Background: an optimization exercise with open tools, aiming at small area, a short achievable clock period and few clock cycles per item. Do not read the settings as production practice. At most, simulation tests tie the RTL to the original design; equivalence was not proved. For run 4, only the layout was checked, not whether the RTL still works. No activity file was given, so power comes from the tool's default toggle rates.

<file path="flow/flow/run.sh">
#!/bin/bash
set -euo pipefail
bash standard.sh SETUP_SLACK_MARGIN=6.3 finish > standard_flow.log 2>&1
</file>
<file path="flow/standard.sh">
#!/bin/bash
# synth_recipe.tcl (not shown) runs the flow's synth.tcl, then flattens the netlist and writes it again
# the make line also repeats each setting of config.mk as NAME=value (left out here)
make -C /OpenROAD-flow-scripts/flow DESIGN_CONFIG=/design/flow/config.mk WORK_HOME=/design/flow/orfs CLKGATE_MAP_FILE= SYNTH_SCRIPT=/design/flow/synth_recipe.tcl "${@:-finish}"
</file>
<file path="flow/config.mk">
export PLATFORM = sky130hd
export DESIGN_NAME = llmp16_alu
export DESIGN_NICKNAME = llmp16_alu
export VERILOG_FILES = /design/flow/design.v
export SDC_FILE = /design/flow/constraint.sdc
export NUM_CORES = 4
export LEC_CHECK = 0
export CAP_MARGIN = 20
export CORE_MARGIN = 2
export CORE_UTILIZATION = 45
export SLEW_MARGIN = 20
</file>
<file path="flow/constraint.sdc">
create_clock -name core_clock -period 10.0 [get_ports {clk}]
set_input_delay 2.0000 -clock core_clock [delete_from_list [all_inputs] [get_ports {clk}]]
set_output_delay 2.0000 -clock core_clock [all_outputs]
set_load 0.01 [all_outputs]
</file>
<file path="flow/design.v">
module llmp16_mul_csa (
    input  wire [15:0] a,
    input  wire [15:0] b,
    output wire [15:0] r0,
    output wire [15:0] r1,
    output wire [15:0] r2,
    output wire        x,
    output wire [2:0]  xl
);
    wire [15:0] pp [0:15];
    genvar gi;
    generate for (gi = 0; gi < 16; gi = gi + 1) begin : g_pp
        assign pp[gi] = b & {16{a[gi]}};
    end endgenerate
    wire s1 = pp[0][13] ^ pp[1][12];
    wire c2 = pp[0][13] & pp[1][12];
    wire s3 = pp[0][14] ^ pp[1][13] ^ pp[2][12];
    wire c4 = (pp[0][14] & pp[1][13]) | (pp[0][14] & pp[2][12]) | (pp[1][13] & pp[2][12]);
    wire s5 = pp[3][11] ^ pp[4][10];
    wire c6 = pp[3][11] & pp[4][10];
    wire s7 = pp[0][15] ^ pp[1][14] ^ pp[2][13];
    wire c8 = (pp[0][15] & pp[1][14]) | (pp[0][15] & pp[2][13]) | (pp[1][14] & pp[2][13]);
    wire s9 = pp[3][12] ^ pp[4][11] ^ pp[5][10];
    wire c10 = (pp[3][12] & pp[4][11]) | (pp[3][12] & pp[5][10]) | (pp[4][11] & pp[5][10]);
    wire s11 = pp[6][9] ^ pp[7][8];
    wire c12 = pp[6][9] & pp[7][8];
    wire s13 = pp[0][9] ^ pp[1][8];
    wire c14 = pp[0][9] & pp[1][8];
    wire s15 = pp[0][10] ^ pp[1][9] ^ pp[2][8];
    wire c16 = (pp[0][10] & pp[1][9]) | (pp[0][10] & pp[2][8]) | (pp[1][9] & pp[2][8]);
    wire s17 = pp[3][7] ^ pp[4][6];
    wire c18 = pp[3][7] & pp[4][6];
    wire s19 = pp[0][11] ^ pp[1][10] ^ pp[2][9];
    wire c20 = (pp[0][11] & pp[1][10]) | (pp[0][11] & pp[2][9]) | (pp[1][10] & pp[2][9]);
    wire s21 = pp[3][8] ^ pp[4][7] ^ pp[5][6];
    wire c22 = (pp[3][8] & pp[4][7]) | (pp[3][8] & pp[5][6]) | (pp[4][7] & pp[5][6]);
    wire s23 = pp[6][5] ^ pp[7][4];
    wire c24 = pp[6][5] & pp[7][4];
    wire s25 = pp[0][12] ^ pp[1][11] ^ pp[2][10];
    wire c26 = (pp[0][12] & pp[1][11]) | (pp[0][12] & pp[2][10]) | (pp[1][11] & pp[2][10]);
    wire s27 = pp[3][9] ^ pp[4][8] ^ pp[5][7];
    wire c28 = (pp[3][9] & pp[4][8]) | (pp[3][9] & pp[5][7]) | (pp[4][8] & pp[5][7]);
    wire s29 = pp[6][6] ^ pp[7][5] ^ pp[8][4];
    wire c30 = (pp[6][6] & pp[7][5]) | (pp[6][6] & pp[8][4]) | (pp[7][5] & pp[8][4]);
    wire s31 = pp[9][3] ^ pp[10][2];
    wire c32 = pp[9][3] & pp[10][2];
    wire s33 = s1 ^ pp[2][11] ^ pp[3][10];
    wire c34 = (s1 & pp[2][11]) | (s1 & pp[3][10]) | (pp[2][11] & pp[3][10]);
    wire s35 = pp[4][9] ^ pp[5][8] ^ pp[6][7];
    wire c36 = (pp[4][9] & pp[5][8]) | (pp[4][9] & pp[6][7]) | (pp[5][8] & pp[6][7]);
    wire s37 = pp[7][6] ^ pp[8][5] ^ pp[9][4];
    wire c38 = (pp[7][6] & pp[8][5]) | (pp[7][6] & pp[9][4]) | (pp[8][5] & pp[9][4]);
    wire s39 = pp[10][3] ^ pp[11][2] ^ pp[12][1];
    wire c40 = (pp[10][3] & pp[11][2]) | (pp[10][3] & pp[12][1]) | (pp[11][2] & pp[12][1]);
    wire s41 = c2 ^ s3 ^ s5;
    wire c42 = (c2 & s3) | (c2 & s5) | (s3 & s5);
    wire s43 = pp[5][9] ^ pp[6][8] ^ pp[7][7];
    wire c44 = (pp[5][9] & pp[6][8]) | (pp[5][9] & pp[7][7]) | (pp[6][8] & pp[7][7]);
    wire s45 = pp[8][6] ^ pp[9][5] ^ pp[10][4];
    wire c46 = (pp[8][6] & pp[9][5]) | (pp[8][6] & pp[10][4]) | (pp[9][5] & pp[10][4]);
    wire s47 = pp[11][3] ^ pp[12][2] ^ pp[13][1];
    wire c48 = (pp[11][3] & pp[12][2]) | (pp[11][3] & pp[13][1]) | (pp[12][2] & pp[13][1]);
    wire s49 = c4 ^ c6 ^ s7;
    wire c50 = (c4 & c6) | (c4 & s7) | (c6 & s7);
    wire s51 = s9 ^ s11 ^ pp[8][7];
    wire c52 = (s9 & s11) | (s9 & pp[8][7]) | (s11 & pp[8][7]);
    wire s53 = pp[9][6] ^ pp[10][5] ^ pp[11][4];
    wire c54 = (pp[9][6] & pp[10][5]) | (pp[9][6] & pp[11][4]) | (pp[10][5] & pp[11][4]);
    wire s55 = pp[12][3] ^ pp[13][2] ^ pp[14][1];
    wire c56 = (pp[12][3] & pp[13][2]) | (pp[12][3] & pp[14][1]) | (pp[13][2] & pp[14][1]);
    wire s57 = pp[0][6] ^ pp[1][5];
    wire c58 = pp[0][6] & pp[1][5];
    wire s59 = pp[0][7] ^ pp[1][6] ^ pp[2][5];
    wire c60 = (pp[0][7] & pp[1][6]) | (pp[0][7] & pp[2][5]) | (pp[1][6] & pp[2][5]);
    wire s61 = pp[3][4] ^ pp[4][3];
    wire c62 = pp[3][4] & pp[4][3];
    wire s63 = pp[0][8] ^ pp[1][7] ^ pp[2][6];
    wire c64 = (pp[0][8] & pp[1][7]) | (pp[0][8] & pp[2][6]) | (pp[1][7] & pp[2][6]);
    wire s65 = pp[3][5] ^ pp[4][4] ^ pp[5][3];
    wire c66 = (pp[3][5] & pp[4][4]) | (pp[3][5] & pp[5][3]) | (pp[4][4] & pp[5][3]);
    wire s67 = pp[6][2] ^ pp[7][1];
    wire c68 = pp[6][2] & pp[7][1];
    wire s69 = s13 ^ pp[2][7] ^ pp[3][6];
    wire c70 = (s13 & pp[2][7]) | (s13 & pp[3][6]) | (pp[2][7] & pp[3][6]);
    wire s71 = pp[4][5] ^ pp[5][4] ^ pp[6][3];
    wire c72 = (pp[4][5] & pp[5][4]) | (pp[4][5] & pp[6][3]) | (pp[5][4] & pp[6][3]);
    wire s73 = pp[7][2] ^ pp[8][1] ^ pp[9][0];
    wire c74 = (pp[7][2] & pp[8][1]) | (pp[7][2] & pp[9][0]) | (pp[8][1] & pp[9][0]);
    wire s75 = c14 ^ s15 ^ s17;
    wire c76 = (c14 & s15) | (c14 & s17) | (s15 & s17);
    wire s77 = pp[5][5] ^ pp[6][4] ^ pp[7][3];
    wire c78 = (pp[5][5] & pp[6][4]) | (pp[5][5] & pp[7][3]) | (pp[6][4] & pp[7][3]);
    wire s79 = pp[8][2] ^ pp[9][1] ^ pp[10][0];
    wire c80 = (pp[8][2] & pp[9][1]) | (pp[8][2] & pp[10][0]) | (pp[9][1] & pp[10][0]);
    wire s81 = c16 ^ c18 ^ s19;
    wire c82 = (c16 & c18) | (c16 & s19) | (c18 & s19);
    wire s83 = s21 ^ s23 ^ pp[8][3];
    wire c84 = (s21 & s23) | (s21 & pp[8][3]) | (s23 & pp[8][3]);
    wire s85 = pp[9][2] ^ pp[10][1] ^ pp[11][0];
    wire c86 = (pp[9][2] & pp[10][1]) | (pp[9][2] & pp[11][0]) | (pp[10][1] & pp[11][0]);
    wire s87 = c20 ^ c22 ^ c24;
    wire c88 = (c20 & c22) | (c20 & c24) | (c22 & c24);
    wire s89 = s25 ^ s27 ^ s29;
    wire c90 = (s25 & s27) | (s25 & s29) | (s27 & s29);
    wire s91 = s31 ^ pp[11][1] ^ pp[12][0];
    wire c92 = (s31 & pp[11][1]) | (s31 & pp[12][0]) | (pp[11][1] & pp[12][0]);
    wire s93 = c26 ^ c28 ^ c30;
    wire c94 = (c26 & c28) | (c26 & c30) | (c28 & c30);
    wire s95 = c32 ^ s33 ^ s35;
    wire c96 = (c32 & s33) | (c32 & s35) | (s33 & s35);
    wire s97 = s37 ^ s39 ^ pp[13][0];
    wire c98 = (s37 & s39) | (s37 & pp[13][0]) | (s39 & pp[13][0]);
    wire s99 = c34 ^ c36 ^ c38;
    wire c100 = (c34 & c36) | (c34 & c38) | (c36 & c38);
    wire s101 = c40 ^ s41 ^ s43;
    wire c102 = (c40 & s41) | (c40 & s43) | (s41 & s43);
    wire s103 = s45 ^ s47 ^ pp[14][0];
    wire c104 = (s45 & s47) | (s45 & pp[14][0]) | (s47 & pp[14][0]);
    wire s105 = c42 ^ c44 ^ c46;
    wire c106 = (c42 & c44) | (c42 & c46) | (c44 & c46);
    wire s107 = c48 ^ s49 ^ s51;
    wire c108 = (c48 & s49) | (c48 & s51) | (s49 & s51);
    wire s109 = s53 ^ s55 ^ pp[15][0];
    wire c110 = (s53 & s55) | (s53 & pp[15][0]) | (s55 & pp[15][0]);
    wire s111 = pp[0][4] ^ pp[1][3];
    wire c112 = pp[0][4] & pp[1][3];
    wire s113 = pp[0][5] ^ pp[1][4] ^ pp[2][3];
    wire c114 = (pp[0][5] & pp[1][4]) | (pp[0][5] & pp[2][3]) | (pp[1][4] & pp[2][3]);
    wire s115 = pp[3][2] ^ pp[4][1];
    wire c116 = pp[3][2] & pp[4][1];
    wire s117 = s57 ^ pp[2][4] ^ pp[3][3];
    wire c118 = (s57 & pp[2][4]) | (s57 & pp[3][3]) | (pp[2][4] & pp[3][3]);
    wire s119 = pp[4][2] ^ pp[5][1] ^ pp[6][0];
    wire c120 = (pp[4][2] & pp[5][1]) | (pp[4][2] & pp[6][0]) | (pp[5][1] & pp[6][0]);
    wire s121 = c58 ^ s59 ^ s61;
    wire c122 = (c58 & s59) | (c58 & s61) | (s59 & s61);
    wire s123 = pp[5][2] ^ pp[6][1] ^ pp[7][0];
    wire c124 = (pp[5][2] & pp[6][1]) | (pp[5][2] & pp[7][0]) | (pp[6][1] & pp[7][0]);
    wire s125 = c60 ^ c62 ^ s63;
    wire c126 = (c60 & c62) | (c60 & s63) | (c62 & s63);
    wire s127 = s65 ^ s67 ^ pp[8][0];
    wire c128 = (s65 & s67) | (s65 & pp[8][0]) | (s67 & pp[8][0]);
    wire s129 = c64 ^ c66 ^ c68;
    wire c130 = (c64 & c66) | (c64 & c68) | (c66 & c68);
    wire s131 = s69 ^ s71 ^ s73;
    wire c132 = (s69 & s71) | (s69 & s73) | (s71 & s73);
    wire s133 = c70 ^ c72 ^ c74;
    wire c134 = (c70 & c72) | (c70 & c74) | (c72 & c74);
    wire s135 = s75 ^ s77 ^ s79;
    wire c136 = (s75 & s77) | (s75 & s79) | (s77 & s79);
    wire s137 = c76 ^ c78 ^ c80;
    wire c138 = (c76 & c78) | (c76 & c80) | (c78 & c80);
    wire s139 = s81 ^ s83 ^ s85;
    wire c140 = (s81 & s83) | (s81 & s85) | (s83 & s85);
    wire s141 = c82 ^ c84 ^ c86;
    wire c142 = (c82 & c84) | (c82 & c86) | (c84 & c86);
    wire s143 = s87 ^ s89 ^ s91;
    wire c144 = (s87 & s89) | (s87 & s91) | (s89 & s91);
    wire s145 = c88 ^ c90 ^ c92;
    wire c146 = (c88 & c90) | (c88 & c92) | (c90 & c92);
    wire s147 = s93 ^ s95 ^ s97;
    wire c148 = (s93 & s95) | (s93 & s97) | (s95 & s97);
    wire s149 = c94 ^ c96 ^ c98;
    wire c150 = (c94 & c96) | (c94 & c98) | (c96 & c98);
    wire s151 = s99 ^ s101 ^ s103;
    wire c152 = (s99 & s101) | (s99 & s103) | (s101 & s103);
    wire s153 = c100 ^ c102 ^ c104;
    wire c154 = (c100 & c102) | (c100 & c104) | (c102 & c104);
    wire s155 = s105 ^ s107 ^ s109;
    wire c156 = (s105 & s107) | (s105 & s109) | (s107 & s109);
    wire s157 = pp[0][3] ^ pp[1][2];
    wire c158 = pp[0][3] & pp[1][2];
    wire s159 = s111 ^ pp[2][2] ^ pp[3][1];
    wire c160 = (s111 & pp[2][2]) | (s111 & pp[3][1]) | (pp[2][2] & pp[3][1]);
    wire s161 = c112 ^ s113 ^ s115;
    wire c162 = (c112 & s113) | (c112 & s115) | (s113 & s115);
    wire s163 = c114 ^ c116 ^ s117;
    wire c164 = (c114 & c116) | (c114 & s117) | (c116 & s117);
    wire s165 = c118 ^ c120 ^ s121;
    wire c166 = (c118 & c120) | (c118 & s121) | (c120 & s121);
    wire s167 = c122 ^ c124 ^ s125;
    wire c168 = (c122 & c124) | (c122 & s125) | (c124 & s125);
    wire s169 = c126 ^ c128 ^ s129;
    wire c170 = (c126 & c128) | (c126 & s129) | (c128 & s129);
    wire s171 = c130 ^ c132 ^ s133;
    wire c172 = (c130 & c132) | (c130 & s133) | (c132 & s133);
    wire s173 = c134 ^ c136 ^ s137;
    wire c174 = (c134 & c136) | (c134 & s137) | (c136 & s137);
    wire s175 = c138 ^ c140 ^ s141;
    wire c176 = (c138 & c140) | (c138 & s141) | (c140 & s141);
    wire s177 = c142 ^ c144 ^ s145;
    wire c178 = (c142 & c144) | (c142 & s145) | (c144 & s145);
    wire s179 = c146 ^ c148 ^ s149;
    wire c180 = (c146 & c148) | (c146 & s149) | (c148 & s149);
    wire s181 = c150 ^ c152 ^ s153;
    wire c182 = (c150 & c152) | (c150 & s153) | (c152 & s153);
    assign r0[0] = pp[0][0];
    assign r1[0] = 1'b0;
    assign r2[0] = 1'b0;
    assign r0[1] = pp[0][1];
    assign r1[1] = pp[1][0];
    assign r2[1] = 1'b0;
    assign r0[2] = pp[0][2];
    assign r1[2] = pp[1][1];
    assign r2[2] = pp[2][0];
    assign r0[3] = s157;
    assign r1[3] = pp[2][1];
    assign r2[3] = pp[3][0];
    assign r0[4] = c158;
    assign r1[4] = s159;
    assign r2[4] = pp[4][0];
    assign r0[5] = c160;
    assign r1[5] = s161;
    assign r2[5] = pp[5][0];
    assign r0[6] = c162;
    assign r1[6] = s163;
    assign r2[6] = s119;
    assign r0[7] = c164;
    assign r1[7] = s165;
    assign r2[7] = s123;
    assign r0[8] = c166;
    assign r1[8] = s167;
    assign r2[8] = s127;
    assign r0[9] = c168;
    assign r1[9] = s169;
    assign r2[9] = s131;
    assign r0[10] = c170;
    assign r1[10] = s171;
    assign r2[10] = s135;
    assign r0[11] = c172;
    assign r1[11] = s173;
    assign r2[11] = s139;
    assign r0[12] = c174;
    assign r1[12] = s175;
    assign r2[12] = s143;
    assign r0[13] = c176;
    assign r1[13] = s177;
    assign r2[13] = s147;
    assign r0[14] = c178;
    assign r1[14] = s179;
    assign r2[14] = s151;
    assign r0[15] = c180;
    assign r1[15] = s181;
    assign r2[15] = s155;
    wire x183 = pp[1][15] ^ pp[2][14];
    wire x184 = pp[3][13] ^ pp[4][12];
    wire x185 = pp[5][11] ^ pp[6][10];
    wire x186 = pp[7][9] ^ pp[8][8];
    wire x187 = pp[9][7] ^ pp[10][6];
    wire x188 = pp[11][5] ^ pp[12][4];
    wire x189 = pp[13][3] ^ pp[14][2];
    wire x190 = pp[15][1] ^ x183;
    wire x191 = x184 ^ x185;
    wire x192 = x186 ^ x187;
    wire x193 = x188 ^ x189;
    wire x194 = x190 ^ x191;
    wire x195 = x192 ^ x193;
    wire x196 = c54 ^ c56;
    wire x197 = c8 ^ c10;
    wire x198 = c12 ^ x194;
    wire x199 = x195 ^ x196;
    wire x200 = x197 ^ x198;
    wire x201 = x199 ^ c110;
    wire x202 = c50 ^ c52;
    wire x203 = x200 ^ x201;
    wire x204 = x202 ^ x203;
    wire x205 = c106 ^ c108;
    wire x206 = x204 ^ x205;
    assign x = x206;
    assign xl = {c182, c154, c156};
endmodule
module llmp16_msb (
    input  wire [15:0] v,
    output wire [3:0]  p
);
    wire h3 = |v[15:8];
    wire [7:0] v8 = h3 ? v[15:8] : v[7:0];
    wire h2 = |v8[7:4];
    wire [3:0] v4 = h2 ? v8[7:4] : v8[3:0];
    wire h1 = |v4[3:2];
    wire [1:0] v2 = h1 ? v4[3:2] : v4[1:0];
    assign p = {h3, h2, h1, v2[1]};
endmodule
module llmp16_alu (
    input  wire        clk,
    input  wire        rst,           
    input  wire        in_valid,
    output wire        in_ready,
    input  wire [15:0] in_instr,      
    input  wire [15:0] in_a,          
    input  wire [15:0] in_b,          
    output reg         out_valid,
    output reg  [15:0] out_result,
    output reg  [3:0]  out_dest,
    output reg         out_reg_we,
    output wire [3:0]  out_flags,     
    output reg         out_flags_we
);
    localparam [3:0] OP_NOP = 4'd0,  OP_ADD = 4'd1,  OP_SUB = 4'd2,  OP_CMP = 4'd3,
                     OP_AND = 4'd4,  OP_TST = 4'd5,  OP_OR  = 4'd6,  OP_XOR = 4'd7,
                     OP_SHL = 4'd8,  OP_SHR = 4'd9,  OP_SAR = 4'd10, OP_MUL = 4'd11,
                     OP_DIV = 4'd12, OP_MOD = 4'd13;
    genvar gi;
    wire [3:0] cls = in_instr[15:12];
    wire [3:0] t   = in_instr[11:8];
    wire [3:0] fx  = in_instr[7:4];
    wire [3:0] fy  = in_instr[3:0];
    wire       c23 = (cls[3:1] == 3'b001);
    wire       c4  = (cls == 4'b0100);
    wire [9:0] tt;
    generate for (gi = 0; gi < 10; gi = gi + 1) begin : g_t
        assign tt[gi] = (t == gi);
    end endgenerate
    wire i_add = (c23 || c4) && tt[0];                        
    wire i_sub = c23 && tt[1] || c4 && (tt[1] || tt[3]);      
    wire i_cmp = c23 && tt[8];
    wire i_and = c23 && tt[5];
    wire i_tst = c23 && tt[9];
    wire i_or  = c23 && tt[6];
    wire i_xor = c23 && tt[7] || c4 && tt[2];                 
    wire i_shl = c4 && (tt[4] || tt[7]);
    wire i_shr = c4 && (tt[5] || tt[8]);
    wire i_sar = c4 && (tt[6] || tt[9]);
    wire i_mul = c23 && tt[2];
    wire i_div = c23 && tt[3];
    wire i_mod = c23 && tt[4];
    wire i_one = c4 && (tt[0] || tt[1]);                      
    wire i_not = c4 && tt[2];                                 
    wire i_neg = c4 && tt[3];                                 
    wire i_imm = c4 && (tt[7] || tt[8] || tt[9]);             
    reg [3:0] d_op;
    always @* begin
        d_op = OP_NOP;
        if (i_add) d_op = OP_ADD;
        if (i_sub) d_op = OP_SUB;
        if (i_cmp) d_op = OP_CMP;
        if (i_and) d_op = OP_AND;
        if (i_tst) d_op = OP_TST;
        if (i_or)  d_op = OP_OR;
        if (i_xor) d_op = OP_XOR;
        if (i_shl) d_op = OP_SHL;
        if (i_shr) d_op = OP_SHR;
        if (i_sar) d_op = OP_SAR;
        if (i_mul) d_op = OP_MUL;
        if (i_div) d_op = OP_DIV;
        if (i_mod) d_op = OP_MOD;
    end
    wire [15:0] in_a_rev;
    generate for (gi = 0; gi < 16; gi = gi + 1) begin : g_arev
        assign in_a_rev[gi] = in_a[15 - gi];
    end endgenerate
    wire [15:0] d_a = i_neg ? 16'd0 : i_shl ? in_a_rev : in_a;
    wire [15:0] d_b = i_one ? 16'd1 : i_not ? 16'hFFFF : i_neg ? in_a :
                      i_imm ? {12'd0, fy} : in_b;
    wire        d_big = !i_imm && (|in_b[15:5]);
    wire [3:0]  d_msb_a, d_msb_b;
    llmp16_msb u_msb_a (.v(in_a), .p(d_msb_a));
    llmp16_msb u_msb_b (.v(in_b), .p(d_msb_b));
    wire [15:0] in_b_pre;    
    assign in_b_pre[15] = in_b[15];
    generate for (gi = 0; gi < 15; gi = gi + 1) begin : g_bpre
        assign in_b_pre[gi] = in_b_pre[gi + 1] | in_b[gi];
    end endgenerate
    wire        d_div_one = ((in_a & ~in_b_pre) == 16'd0) || !in_b_pre[0];
    wire        d_multi = in_valid && (i_mul || ((i_div || i_mod) && !d_div_one));
    reg        ready_r;       
    reg        v_r;           
    reg [3:0]  op_r;
    reg [3:0]  dest_r;
    reg        sub_r;         
    reg        big_r;         
    reg [3:0]  msb_a, msb_b;  
    reg [15:0] a_r, b_r;      
    reg        mul_p2;        
    reg        h_r, x_r;      
    reg [2:0]  xl_r;          
    reg        fc_r, fv_r;    
    reg        div_run;       
    reg [3:0]  cnt;           
    assign in_ready  = ready_r;
    assign out_flags = {out_result[15], out_result == 16'd0, fc_r, fv_r};
    wire e_add = (op_r == OP_ADD);
    wire e_sub = (op_r == OP_SUB) || (op_r == OP_CMP);
    wire e_and = (op_r == OP_AND) || (op_r == OP_TST);
    wire e_or  = (op_r == OP_OR);
    wire e_xor = (op_r == OP_XOR);
    wire e_shl = (op_r == OP_SHL);
    wire e_shr = (op_r == OP_SHR);
    wire e_sar = (op_r == OP_SAR);
    wire e_mul = (op_r == OP_MUL);
    wire e_mod = (op_r == OP_MOD);
    wire e_dm  = (op_r == OP_DIV) || e_mod;
    wire e_nop = (op_r == OP_NOP);
    wire [15:0] f1_s = a_r ^ b_r ^ out_result;
    wire [15:0] f1_c = (a_r & b_r) | (a_r & out_result) | (b_r & out_result);
    wire [15:0] bx   = b_r ^ {16{sub_r}};
    wire [15:0] ad_x = mul_p2 ? f1_s : a_r;
    wire [15:0] ad_y = mul_p2 ? {f1_c[14:0], 1'b0} : bx;
    wire [16:0] sum  = {1'b0, ad_x} + {1'b0, ad_y} + {16'd0, sub_r};
    wire        cout = sum[16];
    wire        add_c = sub_r ? !cout : cout;
    wire        add_v = (a_r[15] == bx[15]) && (sum[15] != a_r[15]);
    wire        mul_c = h_r || (x_r ^ (^xl_r) ^ f1_c[15] ^ cout);
    wire        div_first = e_dm && !div_run;
    wire        b_zero = (b_r == 16'd0);
    wire        fits   = cout;                  
    wire [3:0]  k = msb_a - msb_b;              
    wire        k_zero = (k == 4'd0);           
    wire        div_done_first = b_zero || !fits || k_zero;
    wire        div_fin = div_run ? (cnt == 4'd0) : div_done_first;
    wire [15:0] quo = div_run ? {out_result[14:0], fits} : {15'd0, fits && k_zero};
    wire [15:0] rem = fits ? sum[15:0] : a_r;
    wire        sh_left = e_shl || div_first;
    wire [15:0] sh_x;
    wire [15:0] sh_r;
    generate for (gi = 0; gi < 16; gi = gi + 1) begin : g_rev
        assign sh_x[gi] = div_first ? b_r[15 - gi] : a_r[gi];
    end endgenerate
    wire        sh_f   = e_sar && a_r[15];
    wire [4:0]  sh_n   = div_first ? {1'b0, k} : b_r[4:0];
    wire        sh_big = !div_first && big_r;
    wire [16:0] s0 = {sh_x, 1'b0};
    wire [16:0] s1 = sh_n[0] ? {sh_f, s0[16:1]} : s0;
    wire [16:0] s2 = sh_n[1] ? {{2{sh_f}}, s1[16:2]} : s1;
    wire [16:0] s3 = sh_n[2] ? {{4{sh_f}}, s2[16:4]} : s2;
    wire [16:0] s4 = sh_n[3] ? {{8{sh_f}}, s3[16:8]} : s3;
    wire [16:0] s5 = sh_big ? {17{sh_f}} : sh_n[4] ? {{16{sh_f}}, s4[16]} : s4;
    generate for (gi = 0; gi < 16; gi = gi + 1) begin : g_rev2
        assign sh_r[gi] = sh_left ? s5[16 - gi] : s5[gi + 1];
    end endgenerate
    wire        sh_c = s5[0];
    wire [15:0] csa_r0, csa_r1, csa_r2;
    wire        csa_x;
    wire [2:0]  csa_xl;
    llmp16_mul_csa u_csa (.a(a_r), .b(b_r), .r0(csa_r0), .r1(csa_r1), .r2(csa_r2),
                          .x(csa_x), .xl(csa_xl));
    wire [15:0] pb;    
    assign pb[15] = b_r[15];
    generate for (gi = 0; gi < 15; gi = gi + 1) begin : g_pb
        assign pb[gi] = pb[gi + 1] | b_r[gi];
    end endgenerate
    wire [15:1] hterm;
    generate for (gi = 1; gi < 16; gi = gi + 1) begin : g_h
        assign hterm[gi] = a_r[gi] & pb[16 - gi];
    end endgenerate
    wire        mul_h = |hterm;
    reg  [15:0] r;
    reg         fc, fv;
    always @* begin
        r  = sum[15:0];
        fc = 1'b0;
        fv = 1'b0;
        if (e_add || e_sub) begin
            fc = add_c; fv = add_v;
        end else if (e_mul) begin
            fc = mul_c;
        end else if (e_and) r = a_r & b_r;
        else if (e_or)  r = a_r | b_r;
        else if (e_xor) r = a_r ^ b_r;
        else if (e_shl || e_shr || e_sar) begin
            r = sh_r; fc = sh_c;
        end else if (e_dm) begin
            r = (e_mod && div_fin) ? rem : quo;
        end
    end
    wire mul_p1 = e_mul && !mul_p2;
    wire fin    = v_r && (e_mul ? mul_p2 : e_dm ? div_fin : 1'b1);
    always @(posedge clk) begin
        out_result   <= mul_p1 ? csa_r2 : r;
        fc_r         <= fc;
        fv_r         <= fv;
        out_dest     <= dest_r;
        out_reg_we   <= !(e_nop || op_r == OP_CMP || op_r == OP_TST || (e_dm && b_zero));
        out_flags_we <= !(e_nop || (e_dm && b_zero));
        if (ready_r) begin
            a_r    <= d_a;
            b_r    <= d_b;
            op_r   <= d_op;
            sub_r  <= i_sub || i_cmp || i_div || i_mod;
            big_r  <= d_big;
            msb_a  <= d_msb_a;
            msb_b  <= d_msb_b;
            dest_r <= c4 ? fx : 4'd0;
        end else if (mul_p1) begin
            a_r <= csa_r0;
            b_r <= csa_r1;
        end else if (div_first) begin
            b_r <= sh_r;
        end else begin
            if (fits) a_r <= sum[15:0];
            b_r <= {1'b0, b_r[15:1]};
        end
        h_r <= mul_h;
        x_r <= csa_x;
        xl_r <= csa_xl;
        cnt <= div_run ? cnt - 4'd1 : k;
        if (rst) begin
            ready_r   <= 1'b1;
            v_r       <= 1'b0;
            out_valid <= 1'b0;
            mul_p2    <= 1'b0;
            div_run   <= 1'b0;
        end else begin
            out_valid <= fin;
            v_r       <= ready_r ? in_valid : !fin;
            mul_p2    <= v_r && mul_p1;
            div_run   <= v_r && e_dm && !div_fin;
            ready_r   <= ready_r ? !d_multi :
                         mul_p1  ? 1'b1 :
                         div_run ? (cnt == 4'd1) :
                         div_done_first;
        end
    end
endmodule
</file>
==> summary.md, run 1 <==
| Metric | Value |
|---|---|
| Status | `complete, no violations` |
| P_leak | `6.54 nW` |
| I/O Pins | `79` |
| Crit path arrival time | `4.09 ns` |
| Vias in the first global route | `13,700` |
| Vias per cell | `6.68` |
| Share of cells above drive strength 1 | `19.7%` |
| Avg Inst Size Synth | `7.59 µm²` |
| First drt pass iteration count | `6` |
| CORE AREA | `28,500 µm²` |
| Worst rel slew slack | `36.8%` |
| Fin. Hold Viols | `0` |
| Detailed Route WL | `63,900 µm` |
| Post-synth EDFFs | `34` |
| Most frequent cells in the layout | `200 x nor2_1, 181 x nand2_1, 121 x inv_1, 104 x a21oi_1, 95 x buf_4` |
| Unique masters post-synth | `99` |
| Worst-path fanout max | `4` |
| Iteration-0 DRC Markers | `1,876` |
| Max-cap violations | `0` |
| Kind of critical path | `flip-flop to flip-flop` |
| Initial Util | `45.4%` |
| Hold Crit Class | `flip-flop to flip-flop` |
| P_int | `1.11 mW` |
| Family with the most delay on the worst path | `compound AO/OA/AOI/OAI gates` |
| DR DRC count | `0` |
| Die Ht | `174 µm` |
| Clk pin slew, worst setup/hold paths | `0.08 ns` |
| Clock root cell | `clkbuf_16` |
| #FFs+latches synth | `88` |
| CP required | `10.21 ns` |
| Post-route cell area | `16,100 µm²` |
| Max Clock Skew | `0.0145 ns` |
| Net Sw Frac | `47.6%` |
| Mapped Cells | `1,706` |
| Final setup fails | `0` |
| CP max stage cell | `xnor2_1` |
| Comb pwr share | `58.6%` |
| Routed Antenna Nets | `0` |
| Floorplan row count | `62` |
| GRT overflow | `0` |
| Fill count | `2,772` |
| Die Area | `30,100 µm²` |
| First-pass GRT wire length | `92,100 µm` |
| Nets | `2,008` |
| H-tree Lvls | `3` |
| Port bufs | `78` |
| Tot Pwr | `2.13 mW` |
| Fmax | `258 MHz` |
| Pwr Density | `132 nW/µm²` |
| Final worst-path cycle share | `38.8%` |
| Largest net degree at the start of global routing | `66` |
| Hold slack | `0.344 ns` |
| TritonCTS Sinks | `88` |
| Cell Area, Synth | `12,900 µm²` |
| Clock power frac | `17.0%` |
| Global Route Usage Sum | `41.6%` |
| Crit path time final | `3.88 ns` |
| Routed length per instance | `29.2 µm` |
| Worst-Skew Late Latency | `0.39 ns` |
| Clock tree buffer depth | `2` |
| DP Area | `14,000 µm²` |
| Routability-driven placement congestion ratio | `1.05` |
| Top_reg_cell synth | `dfxtp_1` |
| CP Capture Type | `flip-flop` |
| Syn Nets | `1,920` |
| CTS Buf Count | `9` |
| Crit path buffers/inverters | `2` |
| CTS tree | `yes` |
| Sequential share of power | `24.5%` |
| Die W | `174 µm` |
| Layout area overhead | `24.3%` |
| CP Launch Type | `flip-flop` |
| Psw | `1.01 mW` |
| Initial antenna violation count | `1` |
| Vias after detailed routing | `14,600` |
| Worst Max-Slew Pin Slew | `0.947 ns` |
| Synthesis Warnings | `2` |
| Pins over their slew limit | `0` |
| Fin Setup TNS | `0 ns` |
| CP max stage delay | `0.58 ns` |
| RSZ-0062 raised after global routing | `yes` |
| Peak supply drop | `0.0941 mV` |
| Detailed Place HPWL | `45,100 µm` |
| Core Util, Final | `56.4%` |
| Post-synthesis sequential area ratio | `16.2%` |
| Most common cell after layout, fill and taps aside | `nor2_1` |
| Post-synth ARST share | `0%` |
| Critical path, cell by cell | `buf_4 > fa_1 > nand2_1 > o21ai_2 > inv_1 > fa_2 > nor2b_4 > o31ai_4 > a211o_1 > and2_4 > xnor2_1 > a21oi_2 > o221ai_1` |
cell type report:
| cell class | count | area, µm² | share of cell area [%] |
|---|---|---|---|
| multi-input cells | 1346 | 10600 | 66.1 |
| clock inverters | 7 | 68.8 | 0.428 |
| repair buffers | 203 | 1950 | 12.1 |
| clock buffers | 9 | 225 | 1.40 |
| well taps | 384 | 480 | 2.98 |
| flip-flops and latches | 88 | 2140 | 13.3 |
| diodes | 1 | 2.50 | 0.0155 |
| inverters | 146 | 603 | 3.75 |
cells by family after synthesis:
logic type / count (synthesis) / synth area share (%)
and+or+nand+nor: 567 / 19.9
muxes: 55 / 4.62
xor gates and xnor gates: 65 / 4.40
AOI/OAI and AO/OA: 494 / 25.2
adders and majority gates: 163 / 21.4
buffers and inverters: 274 / 8.30
DFF: 88 / 16.2
worst reg2reg max path, cell delays in order, from the launching register on:
cell      delay [ns]
edfxtp_1        0.46
buf_4           0.19
fa_1            0.50
nand2_1         0.07
o21ai_2         0.12
inv_1           0.09
fa_2            0.43
nor2b_4         0.18
o31ai_4         0.09
a211o_1         0.33
and2_4          0.18
xnor2_1         0.58
a21oi_2         0.27
o221ai_1        0.21
final timing paths:
kind | from | endpoint | slack (ns) | depth (start not counted)
setup / recovery | a_r[1]$_DFFE_PP_ | a_r[10]$_DFFE_PP_ | 6.12 | 13
hold / removal | dest_r[3]$_SDFFCE_PP0P_ | out_dest[3]$_DFF_P_ | 0.34 | 0
setup reg to reg | a_r[1]$_DFFE_PP_ | a_r[10]$_DFFE_PP_ | 6.12 | 13
hold reg to reg | dest_r[3]$_SDFFCE_PP0P_ | out_dest[3]$_DFF_P_ | 0.34 | 0
state kept, by name, summed over array words and instances (netlist names), 3 cells and up:
register / flops
op_r: 4
a_r: 16
b_r: 16
msb_a: 4
out_result: 16
xl_r: 3
msb_b: 4
cnt: 4
out_dest: 4
dest_r: 4
power groups by stage:
stage | logic (mW) | clock network [mW] | registers (mW)
after floorplan | 0.581 | 0 | 0.481
after global placement | 0.996 | 0 | 0.527
after detailed placement | 0.998 | 0 | 0.525
after CTS | 1.10 | 0.360 | 0.517
after global routing | 1.31 | 0.372 | 0.521
final | 1.25 | 0.361 | 0.520
per-stage QoR:
stage,instances,setup WS (ns)
floorplan,1706,6.24
global placement,2074,5.05
detailed placement,2075,5.15
CTS,2148,6.13
global route,2183,6.04
finish,2184,6.12
per-layer routing:
metal  wire [µm]  GRT usage (%)
met4        5420           27.5
met1       23800           53.4
met5          12              0
met3        7950           11.1
met2       26700           61.8
repair_timing:
item / in CTS / in global routing
hold buffers: 0 / 0
pin swaps: 34 / 61
gates cloned: 3 / 3
resized for setup: 177 / 122
setup endpoints to repair: 66 / 55
setup buffers: 54 / 32
cell usage after synthesis, drive strengths merged, types with 7 or more instances:
| cell type | count | area share, % |
|---|---|---|
| dfxtp | 54 | 8.3 |
| a221o | 8 | 0.62 |
| edfxtp | 34 | 7.9 |
| a31oi | 24 | 1.2 |
| nor3b | 9 | 0.52 |
| xor2 | 13 | 0.88 |
| o32ai | 7 | 0.53 |
| o221ai | 18 | 1.2 |
| clkbuf | 94 | 2.7 |
| a21oi | 130 | 5.1 |
| nor2 | 208 | 6.0 |
| o22ai | 29 | 1.4 |
| a211oi | 22 | 1.3 |
| xnor2 | 52 | 3.5 |
| a21o | 18 | 1.0 |
| inv | 136 | 3.9 |
| nand2 | 186 | 5.4 |
| o211ai | 21 | 1.2 |
| a211o | 10 | 0.69 |
| and2 | 19 | 0.92 |
| clkinv | 10 | 0.29 |
| nor3 | 41 | 1.7 |
| nand3 | 31 | 1.2 |
| a221oi | 12 | 0.86 |
| mux2 | 12 | 1.0 |
| fa | 97 | 15 |
| ha | 66 | 6.4 |
| mux2i | 41 | 3.2 |
| o31ai | 8 | 0.46 |
| a22oi | 10 | 0.58 |
| nor4 | 11 | 0.53 |
| nand2b | 14 | 0.68 |
| buf | 34 | 1.3 |
| o21ai | 114 | 4.4 |
Testbench counts, summed over its fixed seeds: cycles 16,318, ops 12,000.
==> run 2, diff against run 1 <==
==> flow/flow/run.sh (replaced) <==
#!/bin/bash
set -euo pipefail
bash standard.sh SETUP_SLACK_MARGIN=5.9 finish > standard_flow.log 2>&1
--- a/flow/config.mk
+++ b/flow/config.mk
@@ -5,6 +5,7 @@
 export SDC_FILE = /design/flow/constraint.sdc
 export NUM_CORES = 4
 export LEC_CHECK = 0
+export ABC_AREA = 1
 export CAP_MARGIN = 20
 export CORE_MARGIN = 2
 export CORE_UTILIZATION = 45
==> summary.md, run 2 <==
| Metric | Value |
|---|---|
| Status | `complete, no violations (unchanged)` |
| Pins over their slew limit | `0 (unchanged)` |
| Synth top cells by count | `573 x nand2_1, 341 x inv_1, 186 x nand3_1 (was 207 x nor2_1, 186 x nand2_1, 135 x inv_1)` |
| #FFs+latches synth | `88 (unchanged)` |
| CP Capture Type | `flip-flop (unchanged)` |
| Most frequent cell after synthesis | `nand2_1 (was nor2_1)` |
| Global Route Usage Sum | `36.8% (was 41.6%)` |
| Routed Antenna Nets | `0 (unchanged)` |
| CP max stage delay | `0.57 ns (was 0.58 ns)` |
| Post-synthesis simple-gate area fraction | `29.6% (was 19.9%)` |
| Largest family of logic cells by synthesized area | `simple AND/OR/NAND/NOR gates (was compound AO/OA/AOI/OAI gates)` |
| CP max stage cell | `clkdlybuf4s50_1 (was xnor2_1)` |
| Clock tree buffer depth | `2 (unchanged)` |
| Adder-cell area share of the yosys netlist | `21.6% (was 21.4%)` |
| Avg Inst Size Synth | `6.45 µm² (was 7.59 µm²)` |
| Family with the most delay on the worst path | `compound AO/OA/AOI/OAI gates (unchanged)` |
| Peak supply drop | `0.0824 mV (was 0.0941 mV)` |
| Synthesis Warnings | `2 (unchanged)` |
| CTS tree | `yes (unchanged)` |
| Floorplan row count | `61 (was 62)` |
| Worst-path fanout max | `6 (was 4)` |
| Routability-driven placement congestion ratio | `1.02 (was 1.05)` |
| Cts hold-fix bufs | `0 (unchanged)` |
| Post-route cell area | `14,800 µm² (was 16,100 µm²)` |
| WP depth | `14 (was 13)` |
| Final setup fails | `0 (unchanged)` |
| Hold Crit Class | `flip-flop to flip-flop (unchanged)` |
| Crit path buffers/inverters | `3 (was 2)` |
| RSZ-0062 raised after global routing | `yes (unchanged)` |
| Syn Nets | `2,196 (was 1,920)` |
| DP Area | `13,900 µm² (was 14,000 µm²)` |
| Worst rel slew slack | `35.9% (was 36.8%)` |
| Post-synth top area cell | `nand2_1 (was fa_1)` |
| Xor/xnor share of the synthesized area | `3.90% (was 4.40%)` |
| Die Ht | `173 µm (was 174 µm)` |
| CORE AREA | `27,900 µm² (was 28,500 µm²)` |
| Critical path, cell by cell | `clkdlybuf4s50_1 > nor2_2 > nand2_1 > nor2_1 > nand2_1 > nor2_4 > a21oi_1 > nand3_1 > a2111oi_1 > inv_1 > o21bai_1 > inv_1 > o211ai_1 > o21ai_1 (was buf_4 > fa_1 > nand2_1 > o21ai_2 > inv_1 > fa_2 > nor2b_4 > o31ai_4 > a211o_1 > and2_4 > xnor2_1 > a21oi_2 > o221ai_1)` |
| Kind of critical path | `input pin to flip-flop (was flip-flop to flip-flop)` |
| Top Registers | `a_r x16, b_r x16, out_result x16 (unchanged)` |
| Initial Util | `45.9% (was 45.4%)` |
| Crit path arrival time | `4.15 ns (was 4.09 ns)` |
| Largest net degree at the start of global routing | `41 (was 66)` |
| Most common cell after layout, fill and taps aside | `nand2_1 (was nor2_1)` |
| Die Area | `29,800 µm² (was 30,100 µm²)` |
| Detailed Place HPWL | `41,900 µm (was 45,100 µm)` |
| Synth top area cells | `nand2_1 17%, fa_1 15%, inv_1 10%, dfxtp_1 8.5%, edfxtp_1 8.0% (was fa_1 15%, dfxtp_1 8.3%, edfxtp_1 7.9%, ha_1 6.4%, nor2_1 6.0%)` |
| Port bufs | `78 (unchanged)` |
| Multi-input gate area | `9220 µm² (was 10,600 µm²)` |
| P_leak | `7.56 nW (was 6.54 nW)` |
| Core Util, Final | `53.2% (was 56.4%)` |
| First drt pass iteration count | `5 (was 6)` |
| CP Launch Type | `input pin (was flip-flop)` |
| Max Clock Skew | `0.0128 ns (was 0.0145 ns)` |
| Routed length per instance | `22.9 µm (was 29.2 µm)` |
| Iteration-0 DRC Markers | `1,666 (was 1,876)` |
| Fin Setup TNS | `0 ns (unchanged)` |
| Worst Max-Slew Pin Slew | `0.958 ns (was 0.947 ns)` |
| Cell Area, Synth | `12,800 µm² (was 12,900 µm²)` |
| Vias after detailed routing | `14,100 (was 14,600)` |
| R2R cell count | `17 (was 13)` |
| Nets | `2,267 (was 2,008)` |
| Storage cell area | `2100 µm² (was 2140 µm²)` |
| WHS Path Cells | `0 (unchanged)` |
| Die W | `173 µm (was 174 µm)` |
| First-pass GRT wire length | `82,500 µm (was 92,100 µm)` |
| TritonCTS Sinks | `88 (unchanged)` |
| Post-synthesis sequential area ratio | `16.4% (was 16.2%)` |
| Detailed Route WL | `55,900 µm (was 63,900 µm)` |
| Vias per cell | `5.80 (was 6.68)` |
| CP required | `10.11 ns (was 10.21 ns)` |
| Post-synth ARST share | `0% (unchanged)` |
| Tot Pwr | `1.81 mW (was 2.13 mW)` |
| Top_reg_cell synth | `dfxtp_1 (unchanged)` |
| # diodes | `0 (was 1)` |
| Fmax | `247 MHz (was 258 MHz)` |
| Fin. Hold Viols | `0 (unchanged)` |
| Synth Area in Compound Gates | `14.6% (was 25.2%)` |
| Clock root cell | `clkbuf_16 (unchanged)` |
| Mapped Cells | `1,982 (was 1,706)` |
| Final worst-path cycle share | `40.4% (was 38.8%)` |
| GRT overflow | `0 (unchanged)` |
| H-tree Lvls | `3 (unchanged)` |
| Post-synthesis mux area share | `0.0783% (was 4.62%)` |
| I/O Pins | `79 (unchanged)` |
| Crit path time final | `4.04 ns (was 3.88 ns)` |
| Fill count | `2,857 (was 2,772)` |
| Post-synth EDFFs | `34 (unchanged)` |
| Top cell type's share of synthesized area | `16.8% (was 15.0%)` |
| Initial antenna violation count | `0 (was 1)` |
| Clk pin slew, worst setup/hold paths | `0.08 ns (about the same)` |
| Share of cells above drive strength 1 | `8.16% (was 19.7%)` |
| CTS Buf Count | `9 (unchanged)` |
| Pwr Density | `122 nW/µm² (was 132 nW/µm²)` |
| Vias in the first global route | `13,100 (was 13,700)` |
| Layout area overhead | `15.9% (was 24.3%)` |
| Max-cap violations | `0 (unchanged)` |
| Most frequent cells in the layout | `564 x nand2_1, 336 x inv_1, 183 x nand3_1, 110 x o21ai_0, 96 x a21oi_1 (was 200 x nor2_1, 181 x nand2_1, 121 x inv_1, 104 x a21oi_1, 95 x buf_4)` |
| DR DRC count | `0 (unchanged)` |
| Worst-Skew Late Latency | `0.37 ns (was 0.39 ns)` |
| Unique masters post-synth | `55 (was 99)` |
## run 2: cell types whose count changed after synthesis, moves of 16 or more
| cell | before | now |
|---|---|---|
| nand3_1 | 31 | 186 |
| a21o_1 | 18 | 1 |
| mux2i_1 | 40 | 1 |
| and2_1 | 18 | 2 |
| a211oi_1 | 22 | 2 |
| o22ai_1 | 28 | 3 |
| o21ai_1 | 3 | 19 |
| a21oi_1 | 128 | 98 |
| a31oi_1 | 24 | 3 |
| inv_1 | 135 | 341 |
| nor3_1 | 38 | 14 |
| nor2_1 | 207 | 79 |
| clkbuf_1 | 94 | 69 |
| nand2_1 | 186 | 573 |
## run 2: power breakdown
group	switching, mW	internal (mW)
Sequential	0.0686	0.417
Combinational	0.585	0.361
Clock	0.196	0.181
Total	0.849	0.959
## run 2: layout make-up
type / instances / area share (%)
clock inverters: 7 / 0.599
repair inverters: 2 / 0.0844
clock buffers: 9 / 1.52
flip-flops and latches: 88 / 14.2
multi-input cells: 1448 / 62.2
inverters: 352 / 9.05
well taps: 378 / 3.19
repair buffers: 152 / 9.17
## run 2: path summary, 6_finish.rpt
check | from | end | slack, ns
worst max-delay path | in_b[14] | msb_b[0]$_DFFE_PP_ | 5.96
worst min-delay path | dest_r[1]$_SDFFCE_PP0P_ | out_dest[1]$_DFF_P_ | 0.35
worst max register to register | a_r[15]$_DFFE_PP_ | out_result[2]$_DFF_P_ | 6.07
worst min register to register | dest_r[1]$_SDFFCE_PP0P_ | out_dest[1]$_DFF_P_ | 0.35
## run 2: metal layers
layer	track usage (%)	up-vias	wire length (µm)
li1	-	6468	-
met1	51.2	6664	23200
met2	55.9	834	23900
met3	7.17	151	6250
met4	15.0	0	2540
met5	0	-	0
## run 2: timing repair
item	4_1_cts	5_1_grt
setup buffers	10	30
endpoints found under the setup margin	55	49
gates resized for setup	35	44
cloned	3	2
pin swaps	2	15
endpoints found under the hold margin	0	0
## run 2: per-stage QoR
step / worst slack (ns) / std cells / hold slack [ns]
floorplan: 6.26 / 1982 / 0.323
global placement: 4.77 / 2375 / 0.329
detailed placement: 4.70 / 2375 / 0.331
CTS: 5.85 / 2404 / 0.353
global route: 5.81 / 2436 / 0.367
finish: 5.96 / 2436 / 0.351
## run 2: cells by family (layout without fill, tap and decap cells)
group	Yosys count	count (layout)
AOI/OAI and AO/OA	324	324
xor gates and xnor gates	57	57
adders and majority gates	163	163
buffers and inverters	449	522
DFF	88	88
muxes	1	1
and+or+nand+nor	900	903
==> run 3, diff against run 2 <==
==> flow/flow/run.sh (replaced) <==
#!/bin/bash
set -euo pipefail
bash standard.sh SETUP_SLACK_MARGIN=5.7 finish > standard_flow.log 2>&1
--- a/flow/config.mk
+++ b/flow/config.mk
@@ -5,7 +5,6 @@
 export SDC_FILE = /design/flow/constraint.sdc
 export NUM_CORES = 4
 export LEC_CHECK = 0
-export ABC_AREA = 1
 export CAP_MARGIN = 20
 export CORE_MARGIN = 2
 export CORE_UTILIZATION = 45
==> summary.md, run 3 <==
| Metric | Value |
|---|---|
| Vias after detailed routing | `13,900 (was 14,100)` |
| Worst Max-Slew Pin Slew | `1.05 ns (was 0.958 ns)` |
| Cell Area, Synth | `12,900 µm² (was 12,800 µm²)` |
| Die W | `174 µm (was 173 µm)` |
| Most frequent cell after synthesis | `nor2_1 (was nand2_1)` |
| Max Clock Skew | `0.0155 ns (was 0.0128 ns)` |
| Sequential share of power | `26.8% (was 26.9%)` |
| Fmax | `235 MHz (was 247 MHz)` |
| Detailed Place HPWL | `45,100 µm (was 41,900 µm)` |
| Pins over their slew limit | `0 (unchanged)` |
| I/O Pins | `79 (unchanged)` |
| Largest net degree at the start of global routing | `66 (was 41)` |
| Crit path arrival time | `4.48 ns (was 4.15 ns)` |
| Crit Reg-Reg Startpoint | `a_r[6]$_DFFE_PP_ (was a_r[15]$_DFFE_PP_)` |
| Vias per cell | `6.60 (was 5.80)` |
| Unique masters post-synth | `99 (was 55)` |
| Most frequent CP cell | `fa_1` |
| Net Sw Frac | `47.1% (was 47.0%)` |
| Peak supply drop | `0.0932 mV (was 0.0824 mV)` |
| H-tree Lvls | `3 (unchanged)` |
| CP Launch Type | `flip-flop (was input pin)` |
| CP max stage delay | `0.54 ns (was 0.57 ns)` |
| CORE AREA | `28,500 µm² (was 27,900 µm²)` |
| P_int | `1.00 mW (was 0.959 mW)` |
| Post-synth ARST share | `0% (unchanged)` |
| Worst-Skew Late Latency | `0.37 ns (about the same)` |
| Psw | `0.891 mW (was 0.849 mW)` |
| Worst-path fanout max | `10 (was 6)` |
| First-pass GRT wire length | `87,900 µm (was 82,500 µm)` |
| Xor/xnor share of the synthesized area | `4.40% (was 3.90%)` |
| Die Area | `30,100 µm² (was 29,800 µm²)` |
| Kind of critical path | `flip-flop to flip-flop (was input pin to flip-flop)` |
| Clock power frac | `18.7% (was 20.8%)` |
| Comb pwr share | `54.6% (was 52.3%)` |
| Post-route cell area | `14,600 µm² (was 14,800 µm²)` |
| DP Area | `14,000 µm² (was 13,900 µm²)` |
| RSZ-0062 raised after global routing | `no (was yes)` |
| Die Ht | `174 µm (was 173 µm)` |
| Initial antenna violation count | `1 (was 0)` |
| Worst Min Path Start | `dest_r[1]$_SDFFCE_PP0P_ (unchanged)` |
| Synth top cells by count | `207 x nor2_1, 186 x nand2_1, 135 x inv_1 (was 573 x nand2_1, 341 x inv_1, 186 x nand3_1)` |
| Final setup fails | `0 (unchanged)` |
| Hold Crit Class | `flip-flop to flip-flop (unchanged)` |
| Routed Antenna Nets | `0 (unchanged)` |
| Tot Pwr | `1.89 mW (was 1.81 mW)` |
| Max-cap violations | `0 (unchanged)` |
| Routability-driven placement congestion ratio | `1.03 (was 1.02)` |
| Layout area overhead | `12.7% (was 15.9%)` |
| #FFs+latches synth | `88 (unchanged)` |
| Synth top area cells | `fa_1 15%, dfxtp_1 8.3%, edfxtp_1 7.9%, ha_1 6.4%, nor2_1 6.0% (was nand2_1 17%, fa_1 15%, inv_1 10%, dfxtp_1 8.5%, edfxtp_1 8.0%)` |
| Global Route Usage Sum | `39.5% (was 36.8%)` |
| CP Capture Type | `flip-flop (unchanged)` |
| Routed length per instance | `28.8 µm (was 22.9 µm)` |
| GRT overflow | `0 (unchanged)` |
| Vias in the first global route | `13,200 (was 13,100)` |
| Most frequent cells in the layout | `204 x nor2_1, 184 x nand2_1, 134 x inv_1, 128 x a21oi_1, 110 x o21ai_0 (was 564 x nand2_1, 336 x inv_1, 183 x nand3_1, 110 x o21ai_0, 96 x a21oi_1)` |
| Pwr Density | `130 nW/µm² (was 122 nW/µm²)` |
| CTS Buf Count | `9 (unchanged)` |
| Avg Inst Size Synth | `7.59 µm² (was 6.45 µm²)` |
| First drt pass iteration count | `8 (was 5)` |
| Syn Nets | `1,920 (was 2,196)` |
| CP max stage cell | `a221oi_1 (was clkdlybuf4s50_1)` |
| Synthesis Warnings | `2 (unchanged)` |
| Crit path time final | `4.26 ns (was 4.04 ns)` |
| Most common cell after layout, fill and taps aside | `nor2_1 (was nand2_1)` |
| CTS tree | `yes (unchanged)` |
| Share of cells above drive strength 1 | `8.16% (about the same)` |
| Synth Area in Compound Gates | `25.2% (was 14.6%)` |
| Fin. Hold Viols | `0 (unchanged)` |
| Post-synth EDFFs | `34 (unchanged)` |
| Critical path, cell by cell | `buf_4 > clkinv_1 > nor2_1 > fa_1 > fa_1 > fa_1 > fa_1 > a221oi_1 > o22ai_1 (was clkdlybuf4s50_1 > nor2_2 > nand2_1 > nor2_1 > nand2_1 > nor2_4 > a21oi_1 > nand3_1 > a2111oi_1 > inv_1 > o21bai_1 > inv_1 > o211ai_1 > o21ai_1)` |
| CP required | `10.22 ns (was 10.11 ns)` |
| Pre-CTS WS | `4.72 ns (was 4.70 ns)` |
| P_leak | `5.95 nW (was 7.56 nW)` |
| Port bufs | `78 (unchanged)` |
| Floorplan row count | `62 (was 61)` |
| Post-synth top area cell | `fa_1 (was nand2_1)` |
| Family with the most delay on the worst path | `adder cells (was compound AO/OA/AOI/OAI gates)` |
| Status | `complete, no violations (unchanged)` |
| Final worst-path cycle share | `42.6% (was 40.4%)` |
| Clock tree buffer depth | `2 (unchanged)` |
| Top cell type's share of synthesized area | `15.0% (was 16.8%)` |
| Detailed Route WL | `60,800 µm (was 55,900 µm)` |
| Adder-cell area share of the yosys netlist | `21.4% (was 21.6%)` |
| Clk pin slew, worst setup/hold paths | `0.07 ns (was 0.08 ns)` |
| Nets | `1,936 (was 2,267)` |
| Top_reg_cell synth | `dfxtp_1 (unchanged)` |
| DR DRC count | `0 (unchanged)` |
| CP startpoint | `a_r[6]$_DFFE_PP_ (was in_b[14])` |
| Initial Util | `45.4% (was 45.9%)` |
| Clock root cell | `clkbuf_16 (unchanged)` |
| Mapped Cells | `1,706 (was 1,982)` |
| TritonCTS Sinks | `88 (unchanged)` |
| Crit path buffers/inverters | `2 (was 3)` |
| Post-synthesis sequential area ratio | `16.2% (was 16.4%)` |
| Worst rel slew slack | `30.0% (was 35.9%)` |
| Iteration-0 DRC Markers | `1,898 (was 1,666)` |
| Largest family of logic cells by synthesized area | `compound AO/OA/AOI/OAI gates (was simple AND/OR/NAND/NOR gates)` |
| Post-synthesis simple-gate area fraction | `19.9% (was 29.6%)` |
| Post-synthesis mux area share | `4.62% (was 0.0783%)` |
| Final setup margin | `5.74 ns (was 5.96 ns)` |
| Fin Setup TNS | `0 ns (unchanged)` |
| Hold slack | `0.345 ns (was 0.351 ns)` |
| Top Registers | `a_r x16, b_r x16, out_result x16 (unchanged)` |
-- run 3: cell count changes after synthesis, moves of 30 or more --
cell,previous run,this run
inv_1,341,135
mux2i_1,1,40
nor2_1,79,207
a21oi_1,98,128
nand2_1,573,186
nand3_1,186,31
-- run 3: path summary, 6_finish.rpt --
check / endpoint / slack, ns / depth (start not counted)
max: b_r[14]$_DFF_P_ / 5.74 / 9
min: out_dest[1]$_DFF_P_ / 0.34 / 0
max reg2reg: b_r[14]$_DFF_P_ / 5.74 / 9
min reg2reg: out_dest[1]$_DFF_P_ / 0.34 / 0
-- run 3: cells by family (layout without fill, tap and decap cells) --
logic type,after synthesis,in the layout
buf+inv,274,293
compound gates,494,494
flops,88,88
simple gates,567,569
xor+xnor,65,65
fa+ha+maj,163,163
mux,55,55
other cells,0,1
-- run 3: area by class of cell --
cell class                 instances  area (µm²)
fill                            2861       14000
inverter                         146         559
antenna                            1        2.50
clock inverter                     7        68.8
sequential                        88        2110
tap                              384         480
multi-input combinational       1346        9940
clock buffer                       9         225
timing repair buffer             131        1210
-- run 3: per-layer routing --
metal  track usage [%]  vias up  part of all wire [%]
met5                 0        -                     0
met4              23.4        0                   6.7
met3              9.47      211                    12
met2              57.4     1054                    42
met1              53.4     6633                    39
li1                  -     6037                     -
-- run 3: what timing repair did --
item / CTS / global route
setup buffers: 5 / 8
cloned: 0 / 2
pin swaps: 0 / 5
hold buffers: 0 / 0
resized for setup: 16 / 31
setup endpoints to repair: 50 / 39
-- run 3: through the flow --
stage / cells / util (%)
global placement: 2080 / 49.1
finish: 2112 / 51.1
CTS: 2101 / 50.5
detailed placement: 2080 / 49.1
global route: 2111 / 51.1
floorplan: 1706 / -
-- run 3: power by group through the flow --
stage          Combinational (mW)  Clock [mW]  Sequential (mW)
2_1_floorplan               0.580           0            0.481
3_5_place_dp                0.982           0            0.514
3_3_place_gp                0.978           0            0.514
5_1_grt                      1.10       0.371            0.508
6_report                     1.03       0.354            0.507
4_1_cts                     0.994       0.351            0.504
==> run 4, diff against run 3 <==
--- a/flow/design.v
+++ b/flow/design.v
@@ -393,14 +393,13 @@
     wire e_nop = (op_r == OP_NOP);
     wire [15:0] f1_s = a_r ^ b_r ^ out_result;
     wire [15:0] f1_c = (a_r & b_r) | (a_r & out_result) | (b_r & out_result);
+    wire [16:0] mul_sum = {1'b0, f1_s} + {1'b0, f1_c[14:0], 1'b0};
+    wire        mul_c = h_r || (x_r ^ (^xl_r) ^ f1_c[15] ^ mul_sum[16]);
     wire [15:0] bx   = b_r ^ {16{sub_r}};
-    wire [15:0] ad_x = mul_p2 ? f1_s : a_r;
-    wire [15:0] ad_y = mul_p2 ? {f1_c[14:0], 1'b0} : bx;
-    wire [16:0] sum  = {1'b0, ad_x} + {1'b0, ad_y} + {16'd0, sub_r};
+    wire [16:0] sum  = {1'b0, a_r} + {1'b0, bx} + {16'd0, sub_r};
     wire        cout = sum[16];
     wire        add_c = sub_r ? !cout : cout;
     wire        add_v = (a_r[15] == bx[15]) && (sum[15] != a_r[15]);
-    wire        mul_c = h_r || (x_r ^ (^xl_r) ^ f1_c[15] ^ cout);
     wire        div_first = e_dm && !div_run;
     wire        b_zero = (b_r == 16'd0);
     wire        fits   = cout;                  
@@ -453,7 +452,7 @@
         if (e_add || e_sub) begin
             fc = add_c; fv = add_v;
         end else if (e_mul) begin
-            fc = mul_c;
+            r = mul_sum[15:0]; fc = mul_c;
         end else if (e_and) r = a_r & b_r;
         else if (e_or)  r = a_r | b_r;
         else if (e_xor) r = a_r ^ b_r;
==> flow/flow/run.sh (replaced) <==
#!/bin/bash
set -euo pipefail
bash standard.sh SETUP_SLACK_MARGIN=6.3 finish > standard_flow.log 2>&1
--- a/flow/config.mk
+++ b/flow/config.mk
@@ -5,6 +5,7 @@
 export SDC_FILE = /design/flow/constraint.sdc
 export NUM_CORES = 4
 export LEC_CHECK = 0
+export ABC_AREA = 1
 export CAP_MARGIN = 20
 export CORE_MARGIN = 2
 export CORE_UTILIZATION = 45
==> summary.md, run 4 <==
| Metric | Value |
|---|---|
| P_int | `1.06 mW (was 1.00 mW)` |
| Vias in the first global route | `13,800 (was 13,200)` |
| Crit path time final | `3.72 ns (was 4.26 ns)` |
| Critical path, cell by cell | `clkdlybuf4s50_1 > inv_2 > nand3_2 > nor2_4 > buf_6 > o21ai_4 > inv_1 > nor3_1 > inv_1 > nor2_1 > inv_1 > o21ai_0 > nand2_1 > nand3_1 (was buf_4 > clkinv_1 > nor2_1 > fa_1 > fa_1 > fa_1 > fa_1 > a221oi_1 > o22ai_1)` |
| Final worst-path cycle share | `37.2% (was 42.6%)` |
| Worst Max-Slew Pin Slew | `1.06 ns (was 1.05 ns)` |
| Synth top cells by count | `632 x nand2_1, 360 x inv_1, 164 x nand3_1 (was 207 x nor2_1, 186 x nand2_1, 135 x inv_1)` |
| Worst rel slew slack | `29.1% (was 30.0%)` |
| Iteration-0 DRC Markers | `1,830 (was 1,898)` |
| Status | `complete, no violations (unchanged)` |
| Fin. Hold Viols | `0 (unchanged)` |
| Cell Area, Synth | `13,300 µm² (was 12,900 µm²)` |
| Top cell type's share of synthesized area | `17.8% (was 15.0%)` |
| Multi-input gate area | `9790 µm² (was 9940 µm²)` |
| Die W | `176 µm (was 174 µm)` |
| Top routing layer in use | `met5 (was met4)` |
| Clock power frac | `18.2% (was 18.7%)` |
| Kind of critical path | `input pin to flip-flop (was flip-flop to flip-flop)` |
| Global Route Usage Sum | `35.5% (was 39.5%)` |
| Vias after detailed routing | `15,100 (was 13,900)` |
| Most frequent cells in the layout | `616 x nand2_1, 335 x inv_1, 159 x nand3_1, 129 x buf_4, 101 x nor2_1 (was 204 x nor2_1, 184 x nand2_1, 134 x inv_1, 128 x a21oi_1, 110 x o21ai_0)` |
| Most frequent CP cell | `inv_1 (was fa_1)` |
| M1 WL | `22,200 µm (was 23,800 µm)` |
| First drt pass iteration count | `6 (was 8)` |
| Detailed Route WL | `56,700 µm (was 60,800 µm)` |
| Clock tree buffer depth | `2 (unchanged)` |
| Die Ht | `176 µm (was 174 µm)` |
| Psw | `0.969 mW (was 0.891 mW)` |
| P_leak | `8.66 nW (was 5.95 nW)` |
| Post-synth ARST share | `0% (unchanged)` |
| CP required | `10.23 ns (was 10.22 ns)` |
| DR DRC count | `0 (unchanged)` |
| Post-synth EDFFs | `34 (unchanged)` |
| Post-synth top area cell | `nand2_1 (was fa_1)` |
| GRT overflow | `0 (unchanged)` |
| CTS Buf Count | `9 (unchanged)` |
| Top Registers | `a_r x16, b_r x16, out_result x16 (unchanged)` |
| Fill count | `2,905 (was 2,861)` |
| Fin Setup TNS | `0 ns (unchanged)` |
| CP max stage delay | `0.53 ns (was 0.54 ns)` |
| Max-cap violations | `0 (unchanged)` |
| Sequential share of power | `23.5% (was 26.8%)` |
| CTS tree | `yes (unchanged)` |
| Largest net degree at the start of global routing | `40 (was 66)` |
| Routed length per instance | `21.7 µm (was 28.8 µm)` |
| Clock root cell | `clkbuf_16 (unchanged)` |
| Routed Antenna Nets | `0 (unchanged)` |
| Pins over their slew limit | `0 (unchanged)` |
| Max Clock Skew | `0.0158 ns (was 0.0155 ns)` |
| Die Area | `31,000 µm² (was 30,100 µm²)` |
| Met3 Routed Length | `6560 µm (was 7400 µm)` |
| Initial Util | `45.3% (was 45.4%)` |
| Share of cells above drive strength 1 | `13.4% (was 8.16%)` |
| #FFs+latches synth | `88 (unchanged)` |
| Avg Inst Size Synth | `6.43 µm² (was 7.59 µm²)` |
| CP Launch Type | `input pin (was flip-flop)` |
| Routability-driven placement congestion ratio | `0.996 (was 1.03)` |
| Storage cell area | `2110 µm² (about the same)` |
| CORE AREA | `29,400 µm² (was 28,500 µm²)` |
| Synth top area cells | `nand2_1 18%, fa_1 15%, inv_1 10%, dfxtp_1 8.1%, edfxtp_1 7.7% (was fa_1 15%, dfxtp_1 8.3%, edfxtp_1 7.9%, ha_1 6.4%, nor2_1 6.0%)` |
| Top_reg_cell synth | `dfxtp_1 (unchanged)` |
| Floorplan row count | `63 (was 62)` |
| Port bufs | `78 (unchanged)` |
| Clk pin slew, worst setup/hold paths | `0.08 ns (was 0.07 ns)` |
| Vias per cell | `5.77 (was 6.60)` |
| Crit path arrival time | `3.96 ns (was 4.48 ns)` |
| Hold slack | `0.345 ns (about the same)` |
| Unique masters post-synth | `54 (was 99)` |
| Worst-path fanout max | `5 (was 10)` |
| CP max stage cell | `clkdlybuf4s50_1 (was a221oi_1)` |
| Mapped Cells | `2,074 (was 1,706)` |
| Initial antenna violation count | `2 (was 1)` |
| Fmax | `268 MHz (was 235 MHz)` |
| Syn Nets | `2,303 (was 1,920)` |
| H-tree Lvls | `3 (unchanged)` |
| Most frequent cell after synthesis | `nand2_1 (was nor2_1)` |
| Comb pwr share | `58.3% (was 54.6%)` |
| Pwr Density | `126 nW/µm² (was 130 nW/µm²)` |
| RSZ-0062 raised after global routing | `yes (was no)` |
| Most common cell after layout, fill and taps aside | `nand2_1 (was nor2_1)` |
| Hold Crit Class | `flip-flop to flip-flop (unchanged)` |
| Detailed Place HPWL | `41,000 µm (was 45,100 µm)` |
| Peak supply drop | `0.0859 mV (was 0.0932 mV)` |
| Net Sw Frac | `47.8% (was 47.1%)` |
| Final setup fails | `0 (unchanged)` |
| Post-synthesis sequential area ratio | `15.8% (was 16.2%)` |
| Nets | `2,446 (was 1,936)` |
| Layout area overhead | `21.2% (was 12.7%)` |
| I/O Pins | `79 (unchanged)` |
| First-pass GRT wire length | `82,300 µm (was 87,900 µm)` |
| Worst-Skew Late Latency | `0.38 ns (was 0.37 ns)` |
| TritonCTS Sinks | `88 (unchanged)` |
| Met2 Routed Length | `24,800 µm (was 25,500 µm)` |
| CP Capture Type | `flip-flop (unchanged)` |
| Synthesis Warnings | `2 (unchanged)` |
==> run 4: final timing paths <==
check	from	endpoint	slack (ns)	cells after the start
setup / recovery	in_b[10]	msb_b[0]$_DFFE_PP_	6.28	14
hold / removal	dest_r[1]$_SDFFCE_PP0P_	out_dest[1]$_DFF_P_	0.34	0
setup reg to reg	op_r[1]$_SDFFCE_PP0P_	a_r[15]$_DFFE_PP_	6.35	13
hold reg to reg	dest_r[1]$_SDFFCE_PP0P_	out_dest[1]$_DFF_P_	0.34	0
==> run 4: power by group through the flow <==
stage	clock (mW)	sequential, mW	combinational (mW)
after floorplan	0	0.475	0.699
after global placement	0	0.485	1.05
after detailed placement	0	0.485	1.07
after CTS	0.369	0.476	1.10
after global routing	0.381	0.480	1.31
final	0.370	0.477	1.18
==> run 4: worst max-delay path, delay by kind of cell <==
| family | cells | cell delay [ns] |
|---|---|---|
| buf+inv | 6 | 1.00 |
| simple gates | 6 | 0.65 |
| compound gates | 2 | 0.30 |
==> run 4: stage by stage <==
step	power (mW)	setup WS (ns)	cells	util (%)	instance area [µm²]
finish	2.03	6.28	2613	54.9	16200
global route	2.17	6.18	2612	54.9	16100
CTS	1.94	6.18	2536	51.7	15200
detailed placement	1.56	4.95	2486	49.1	14400
global placement	1.54	5.07	2486	49.1	14400
floorplan	1.17	6.31	2074	-	13300
==> run 4: metal layers <==
metal	vias up	GRT usage, %
met3	235	7.80
met2	949	55.1
met5	-	0
met1	7030	47.2
met4	2	16.6
li1	6856	-
==> run 4: cell type report <==
class                           count  area share (%)
Sequential cell                    88            13.1
Tap cell                          390            3.02
Multi-Input combinational cell   1527            60.6
Clock buffer                        9            1.39
Inverter                          367            8.78
Timing Repair inverter              2          0.0775
Clock inverter                      7           0.535
Timing Repair Buffer              222            12.5
Antenna cell                        1          0.0155
==> run 4: logic make-up after synthesis <==
family	count (synthesis)	synth area share [%]
simple gates	976	30.5
buf+inv	463	13.8
compound gates	309	13.8
fa+ha+maj	178	22.2
flops	88	15.8
xor+xnor	60	3.94
==> run 4: timing repair <==
action | in CTS | in global routing
pin swaps | 20 | 45
resized for setup | 71 | 130
cloned | 2 | 7
buffers inserted | 32 | 69
hold buffers | 0 | 0
setup endpoints to repair | 61 | 57

==> separate check: timing with driven ports <==
In the flow no input, the clock included, has a driving cell. The finished layouts below were timed again as built, in two steps. Step 1, drivers: a clkbuf_16 drives clk and a buf_2 each remaining input, both assumed. Step 2, shift: input delay + t, output delay - t, t = (earliest + latest rising clock arrival at the registers) / 2. This alone moves slack from input paths to output paths. Slacks: ideal ports / drivers / drivers and shift; pairs: ideal ports / drivers.
run	t, ns	slack for setup (ns)
run 1	0.430	6.118 / 6.118 / 5.926
run 2	0.415	5.958 / 5.985 / 5.570
run 3	0.417	5.740 / 5.740 / 5.437
run 4	0.424	6.275 / 6.299 / 5.881
After both steps every run listed still meets setup and hold.
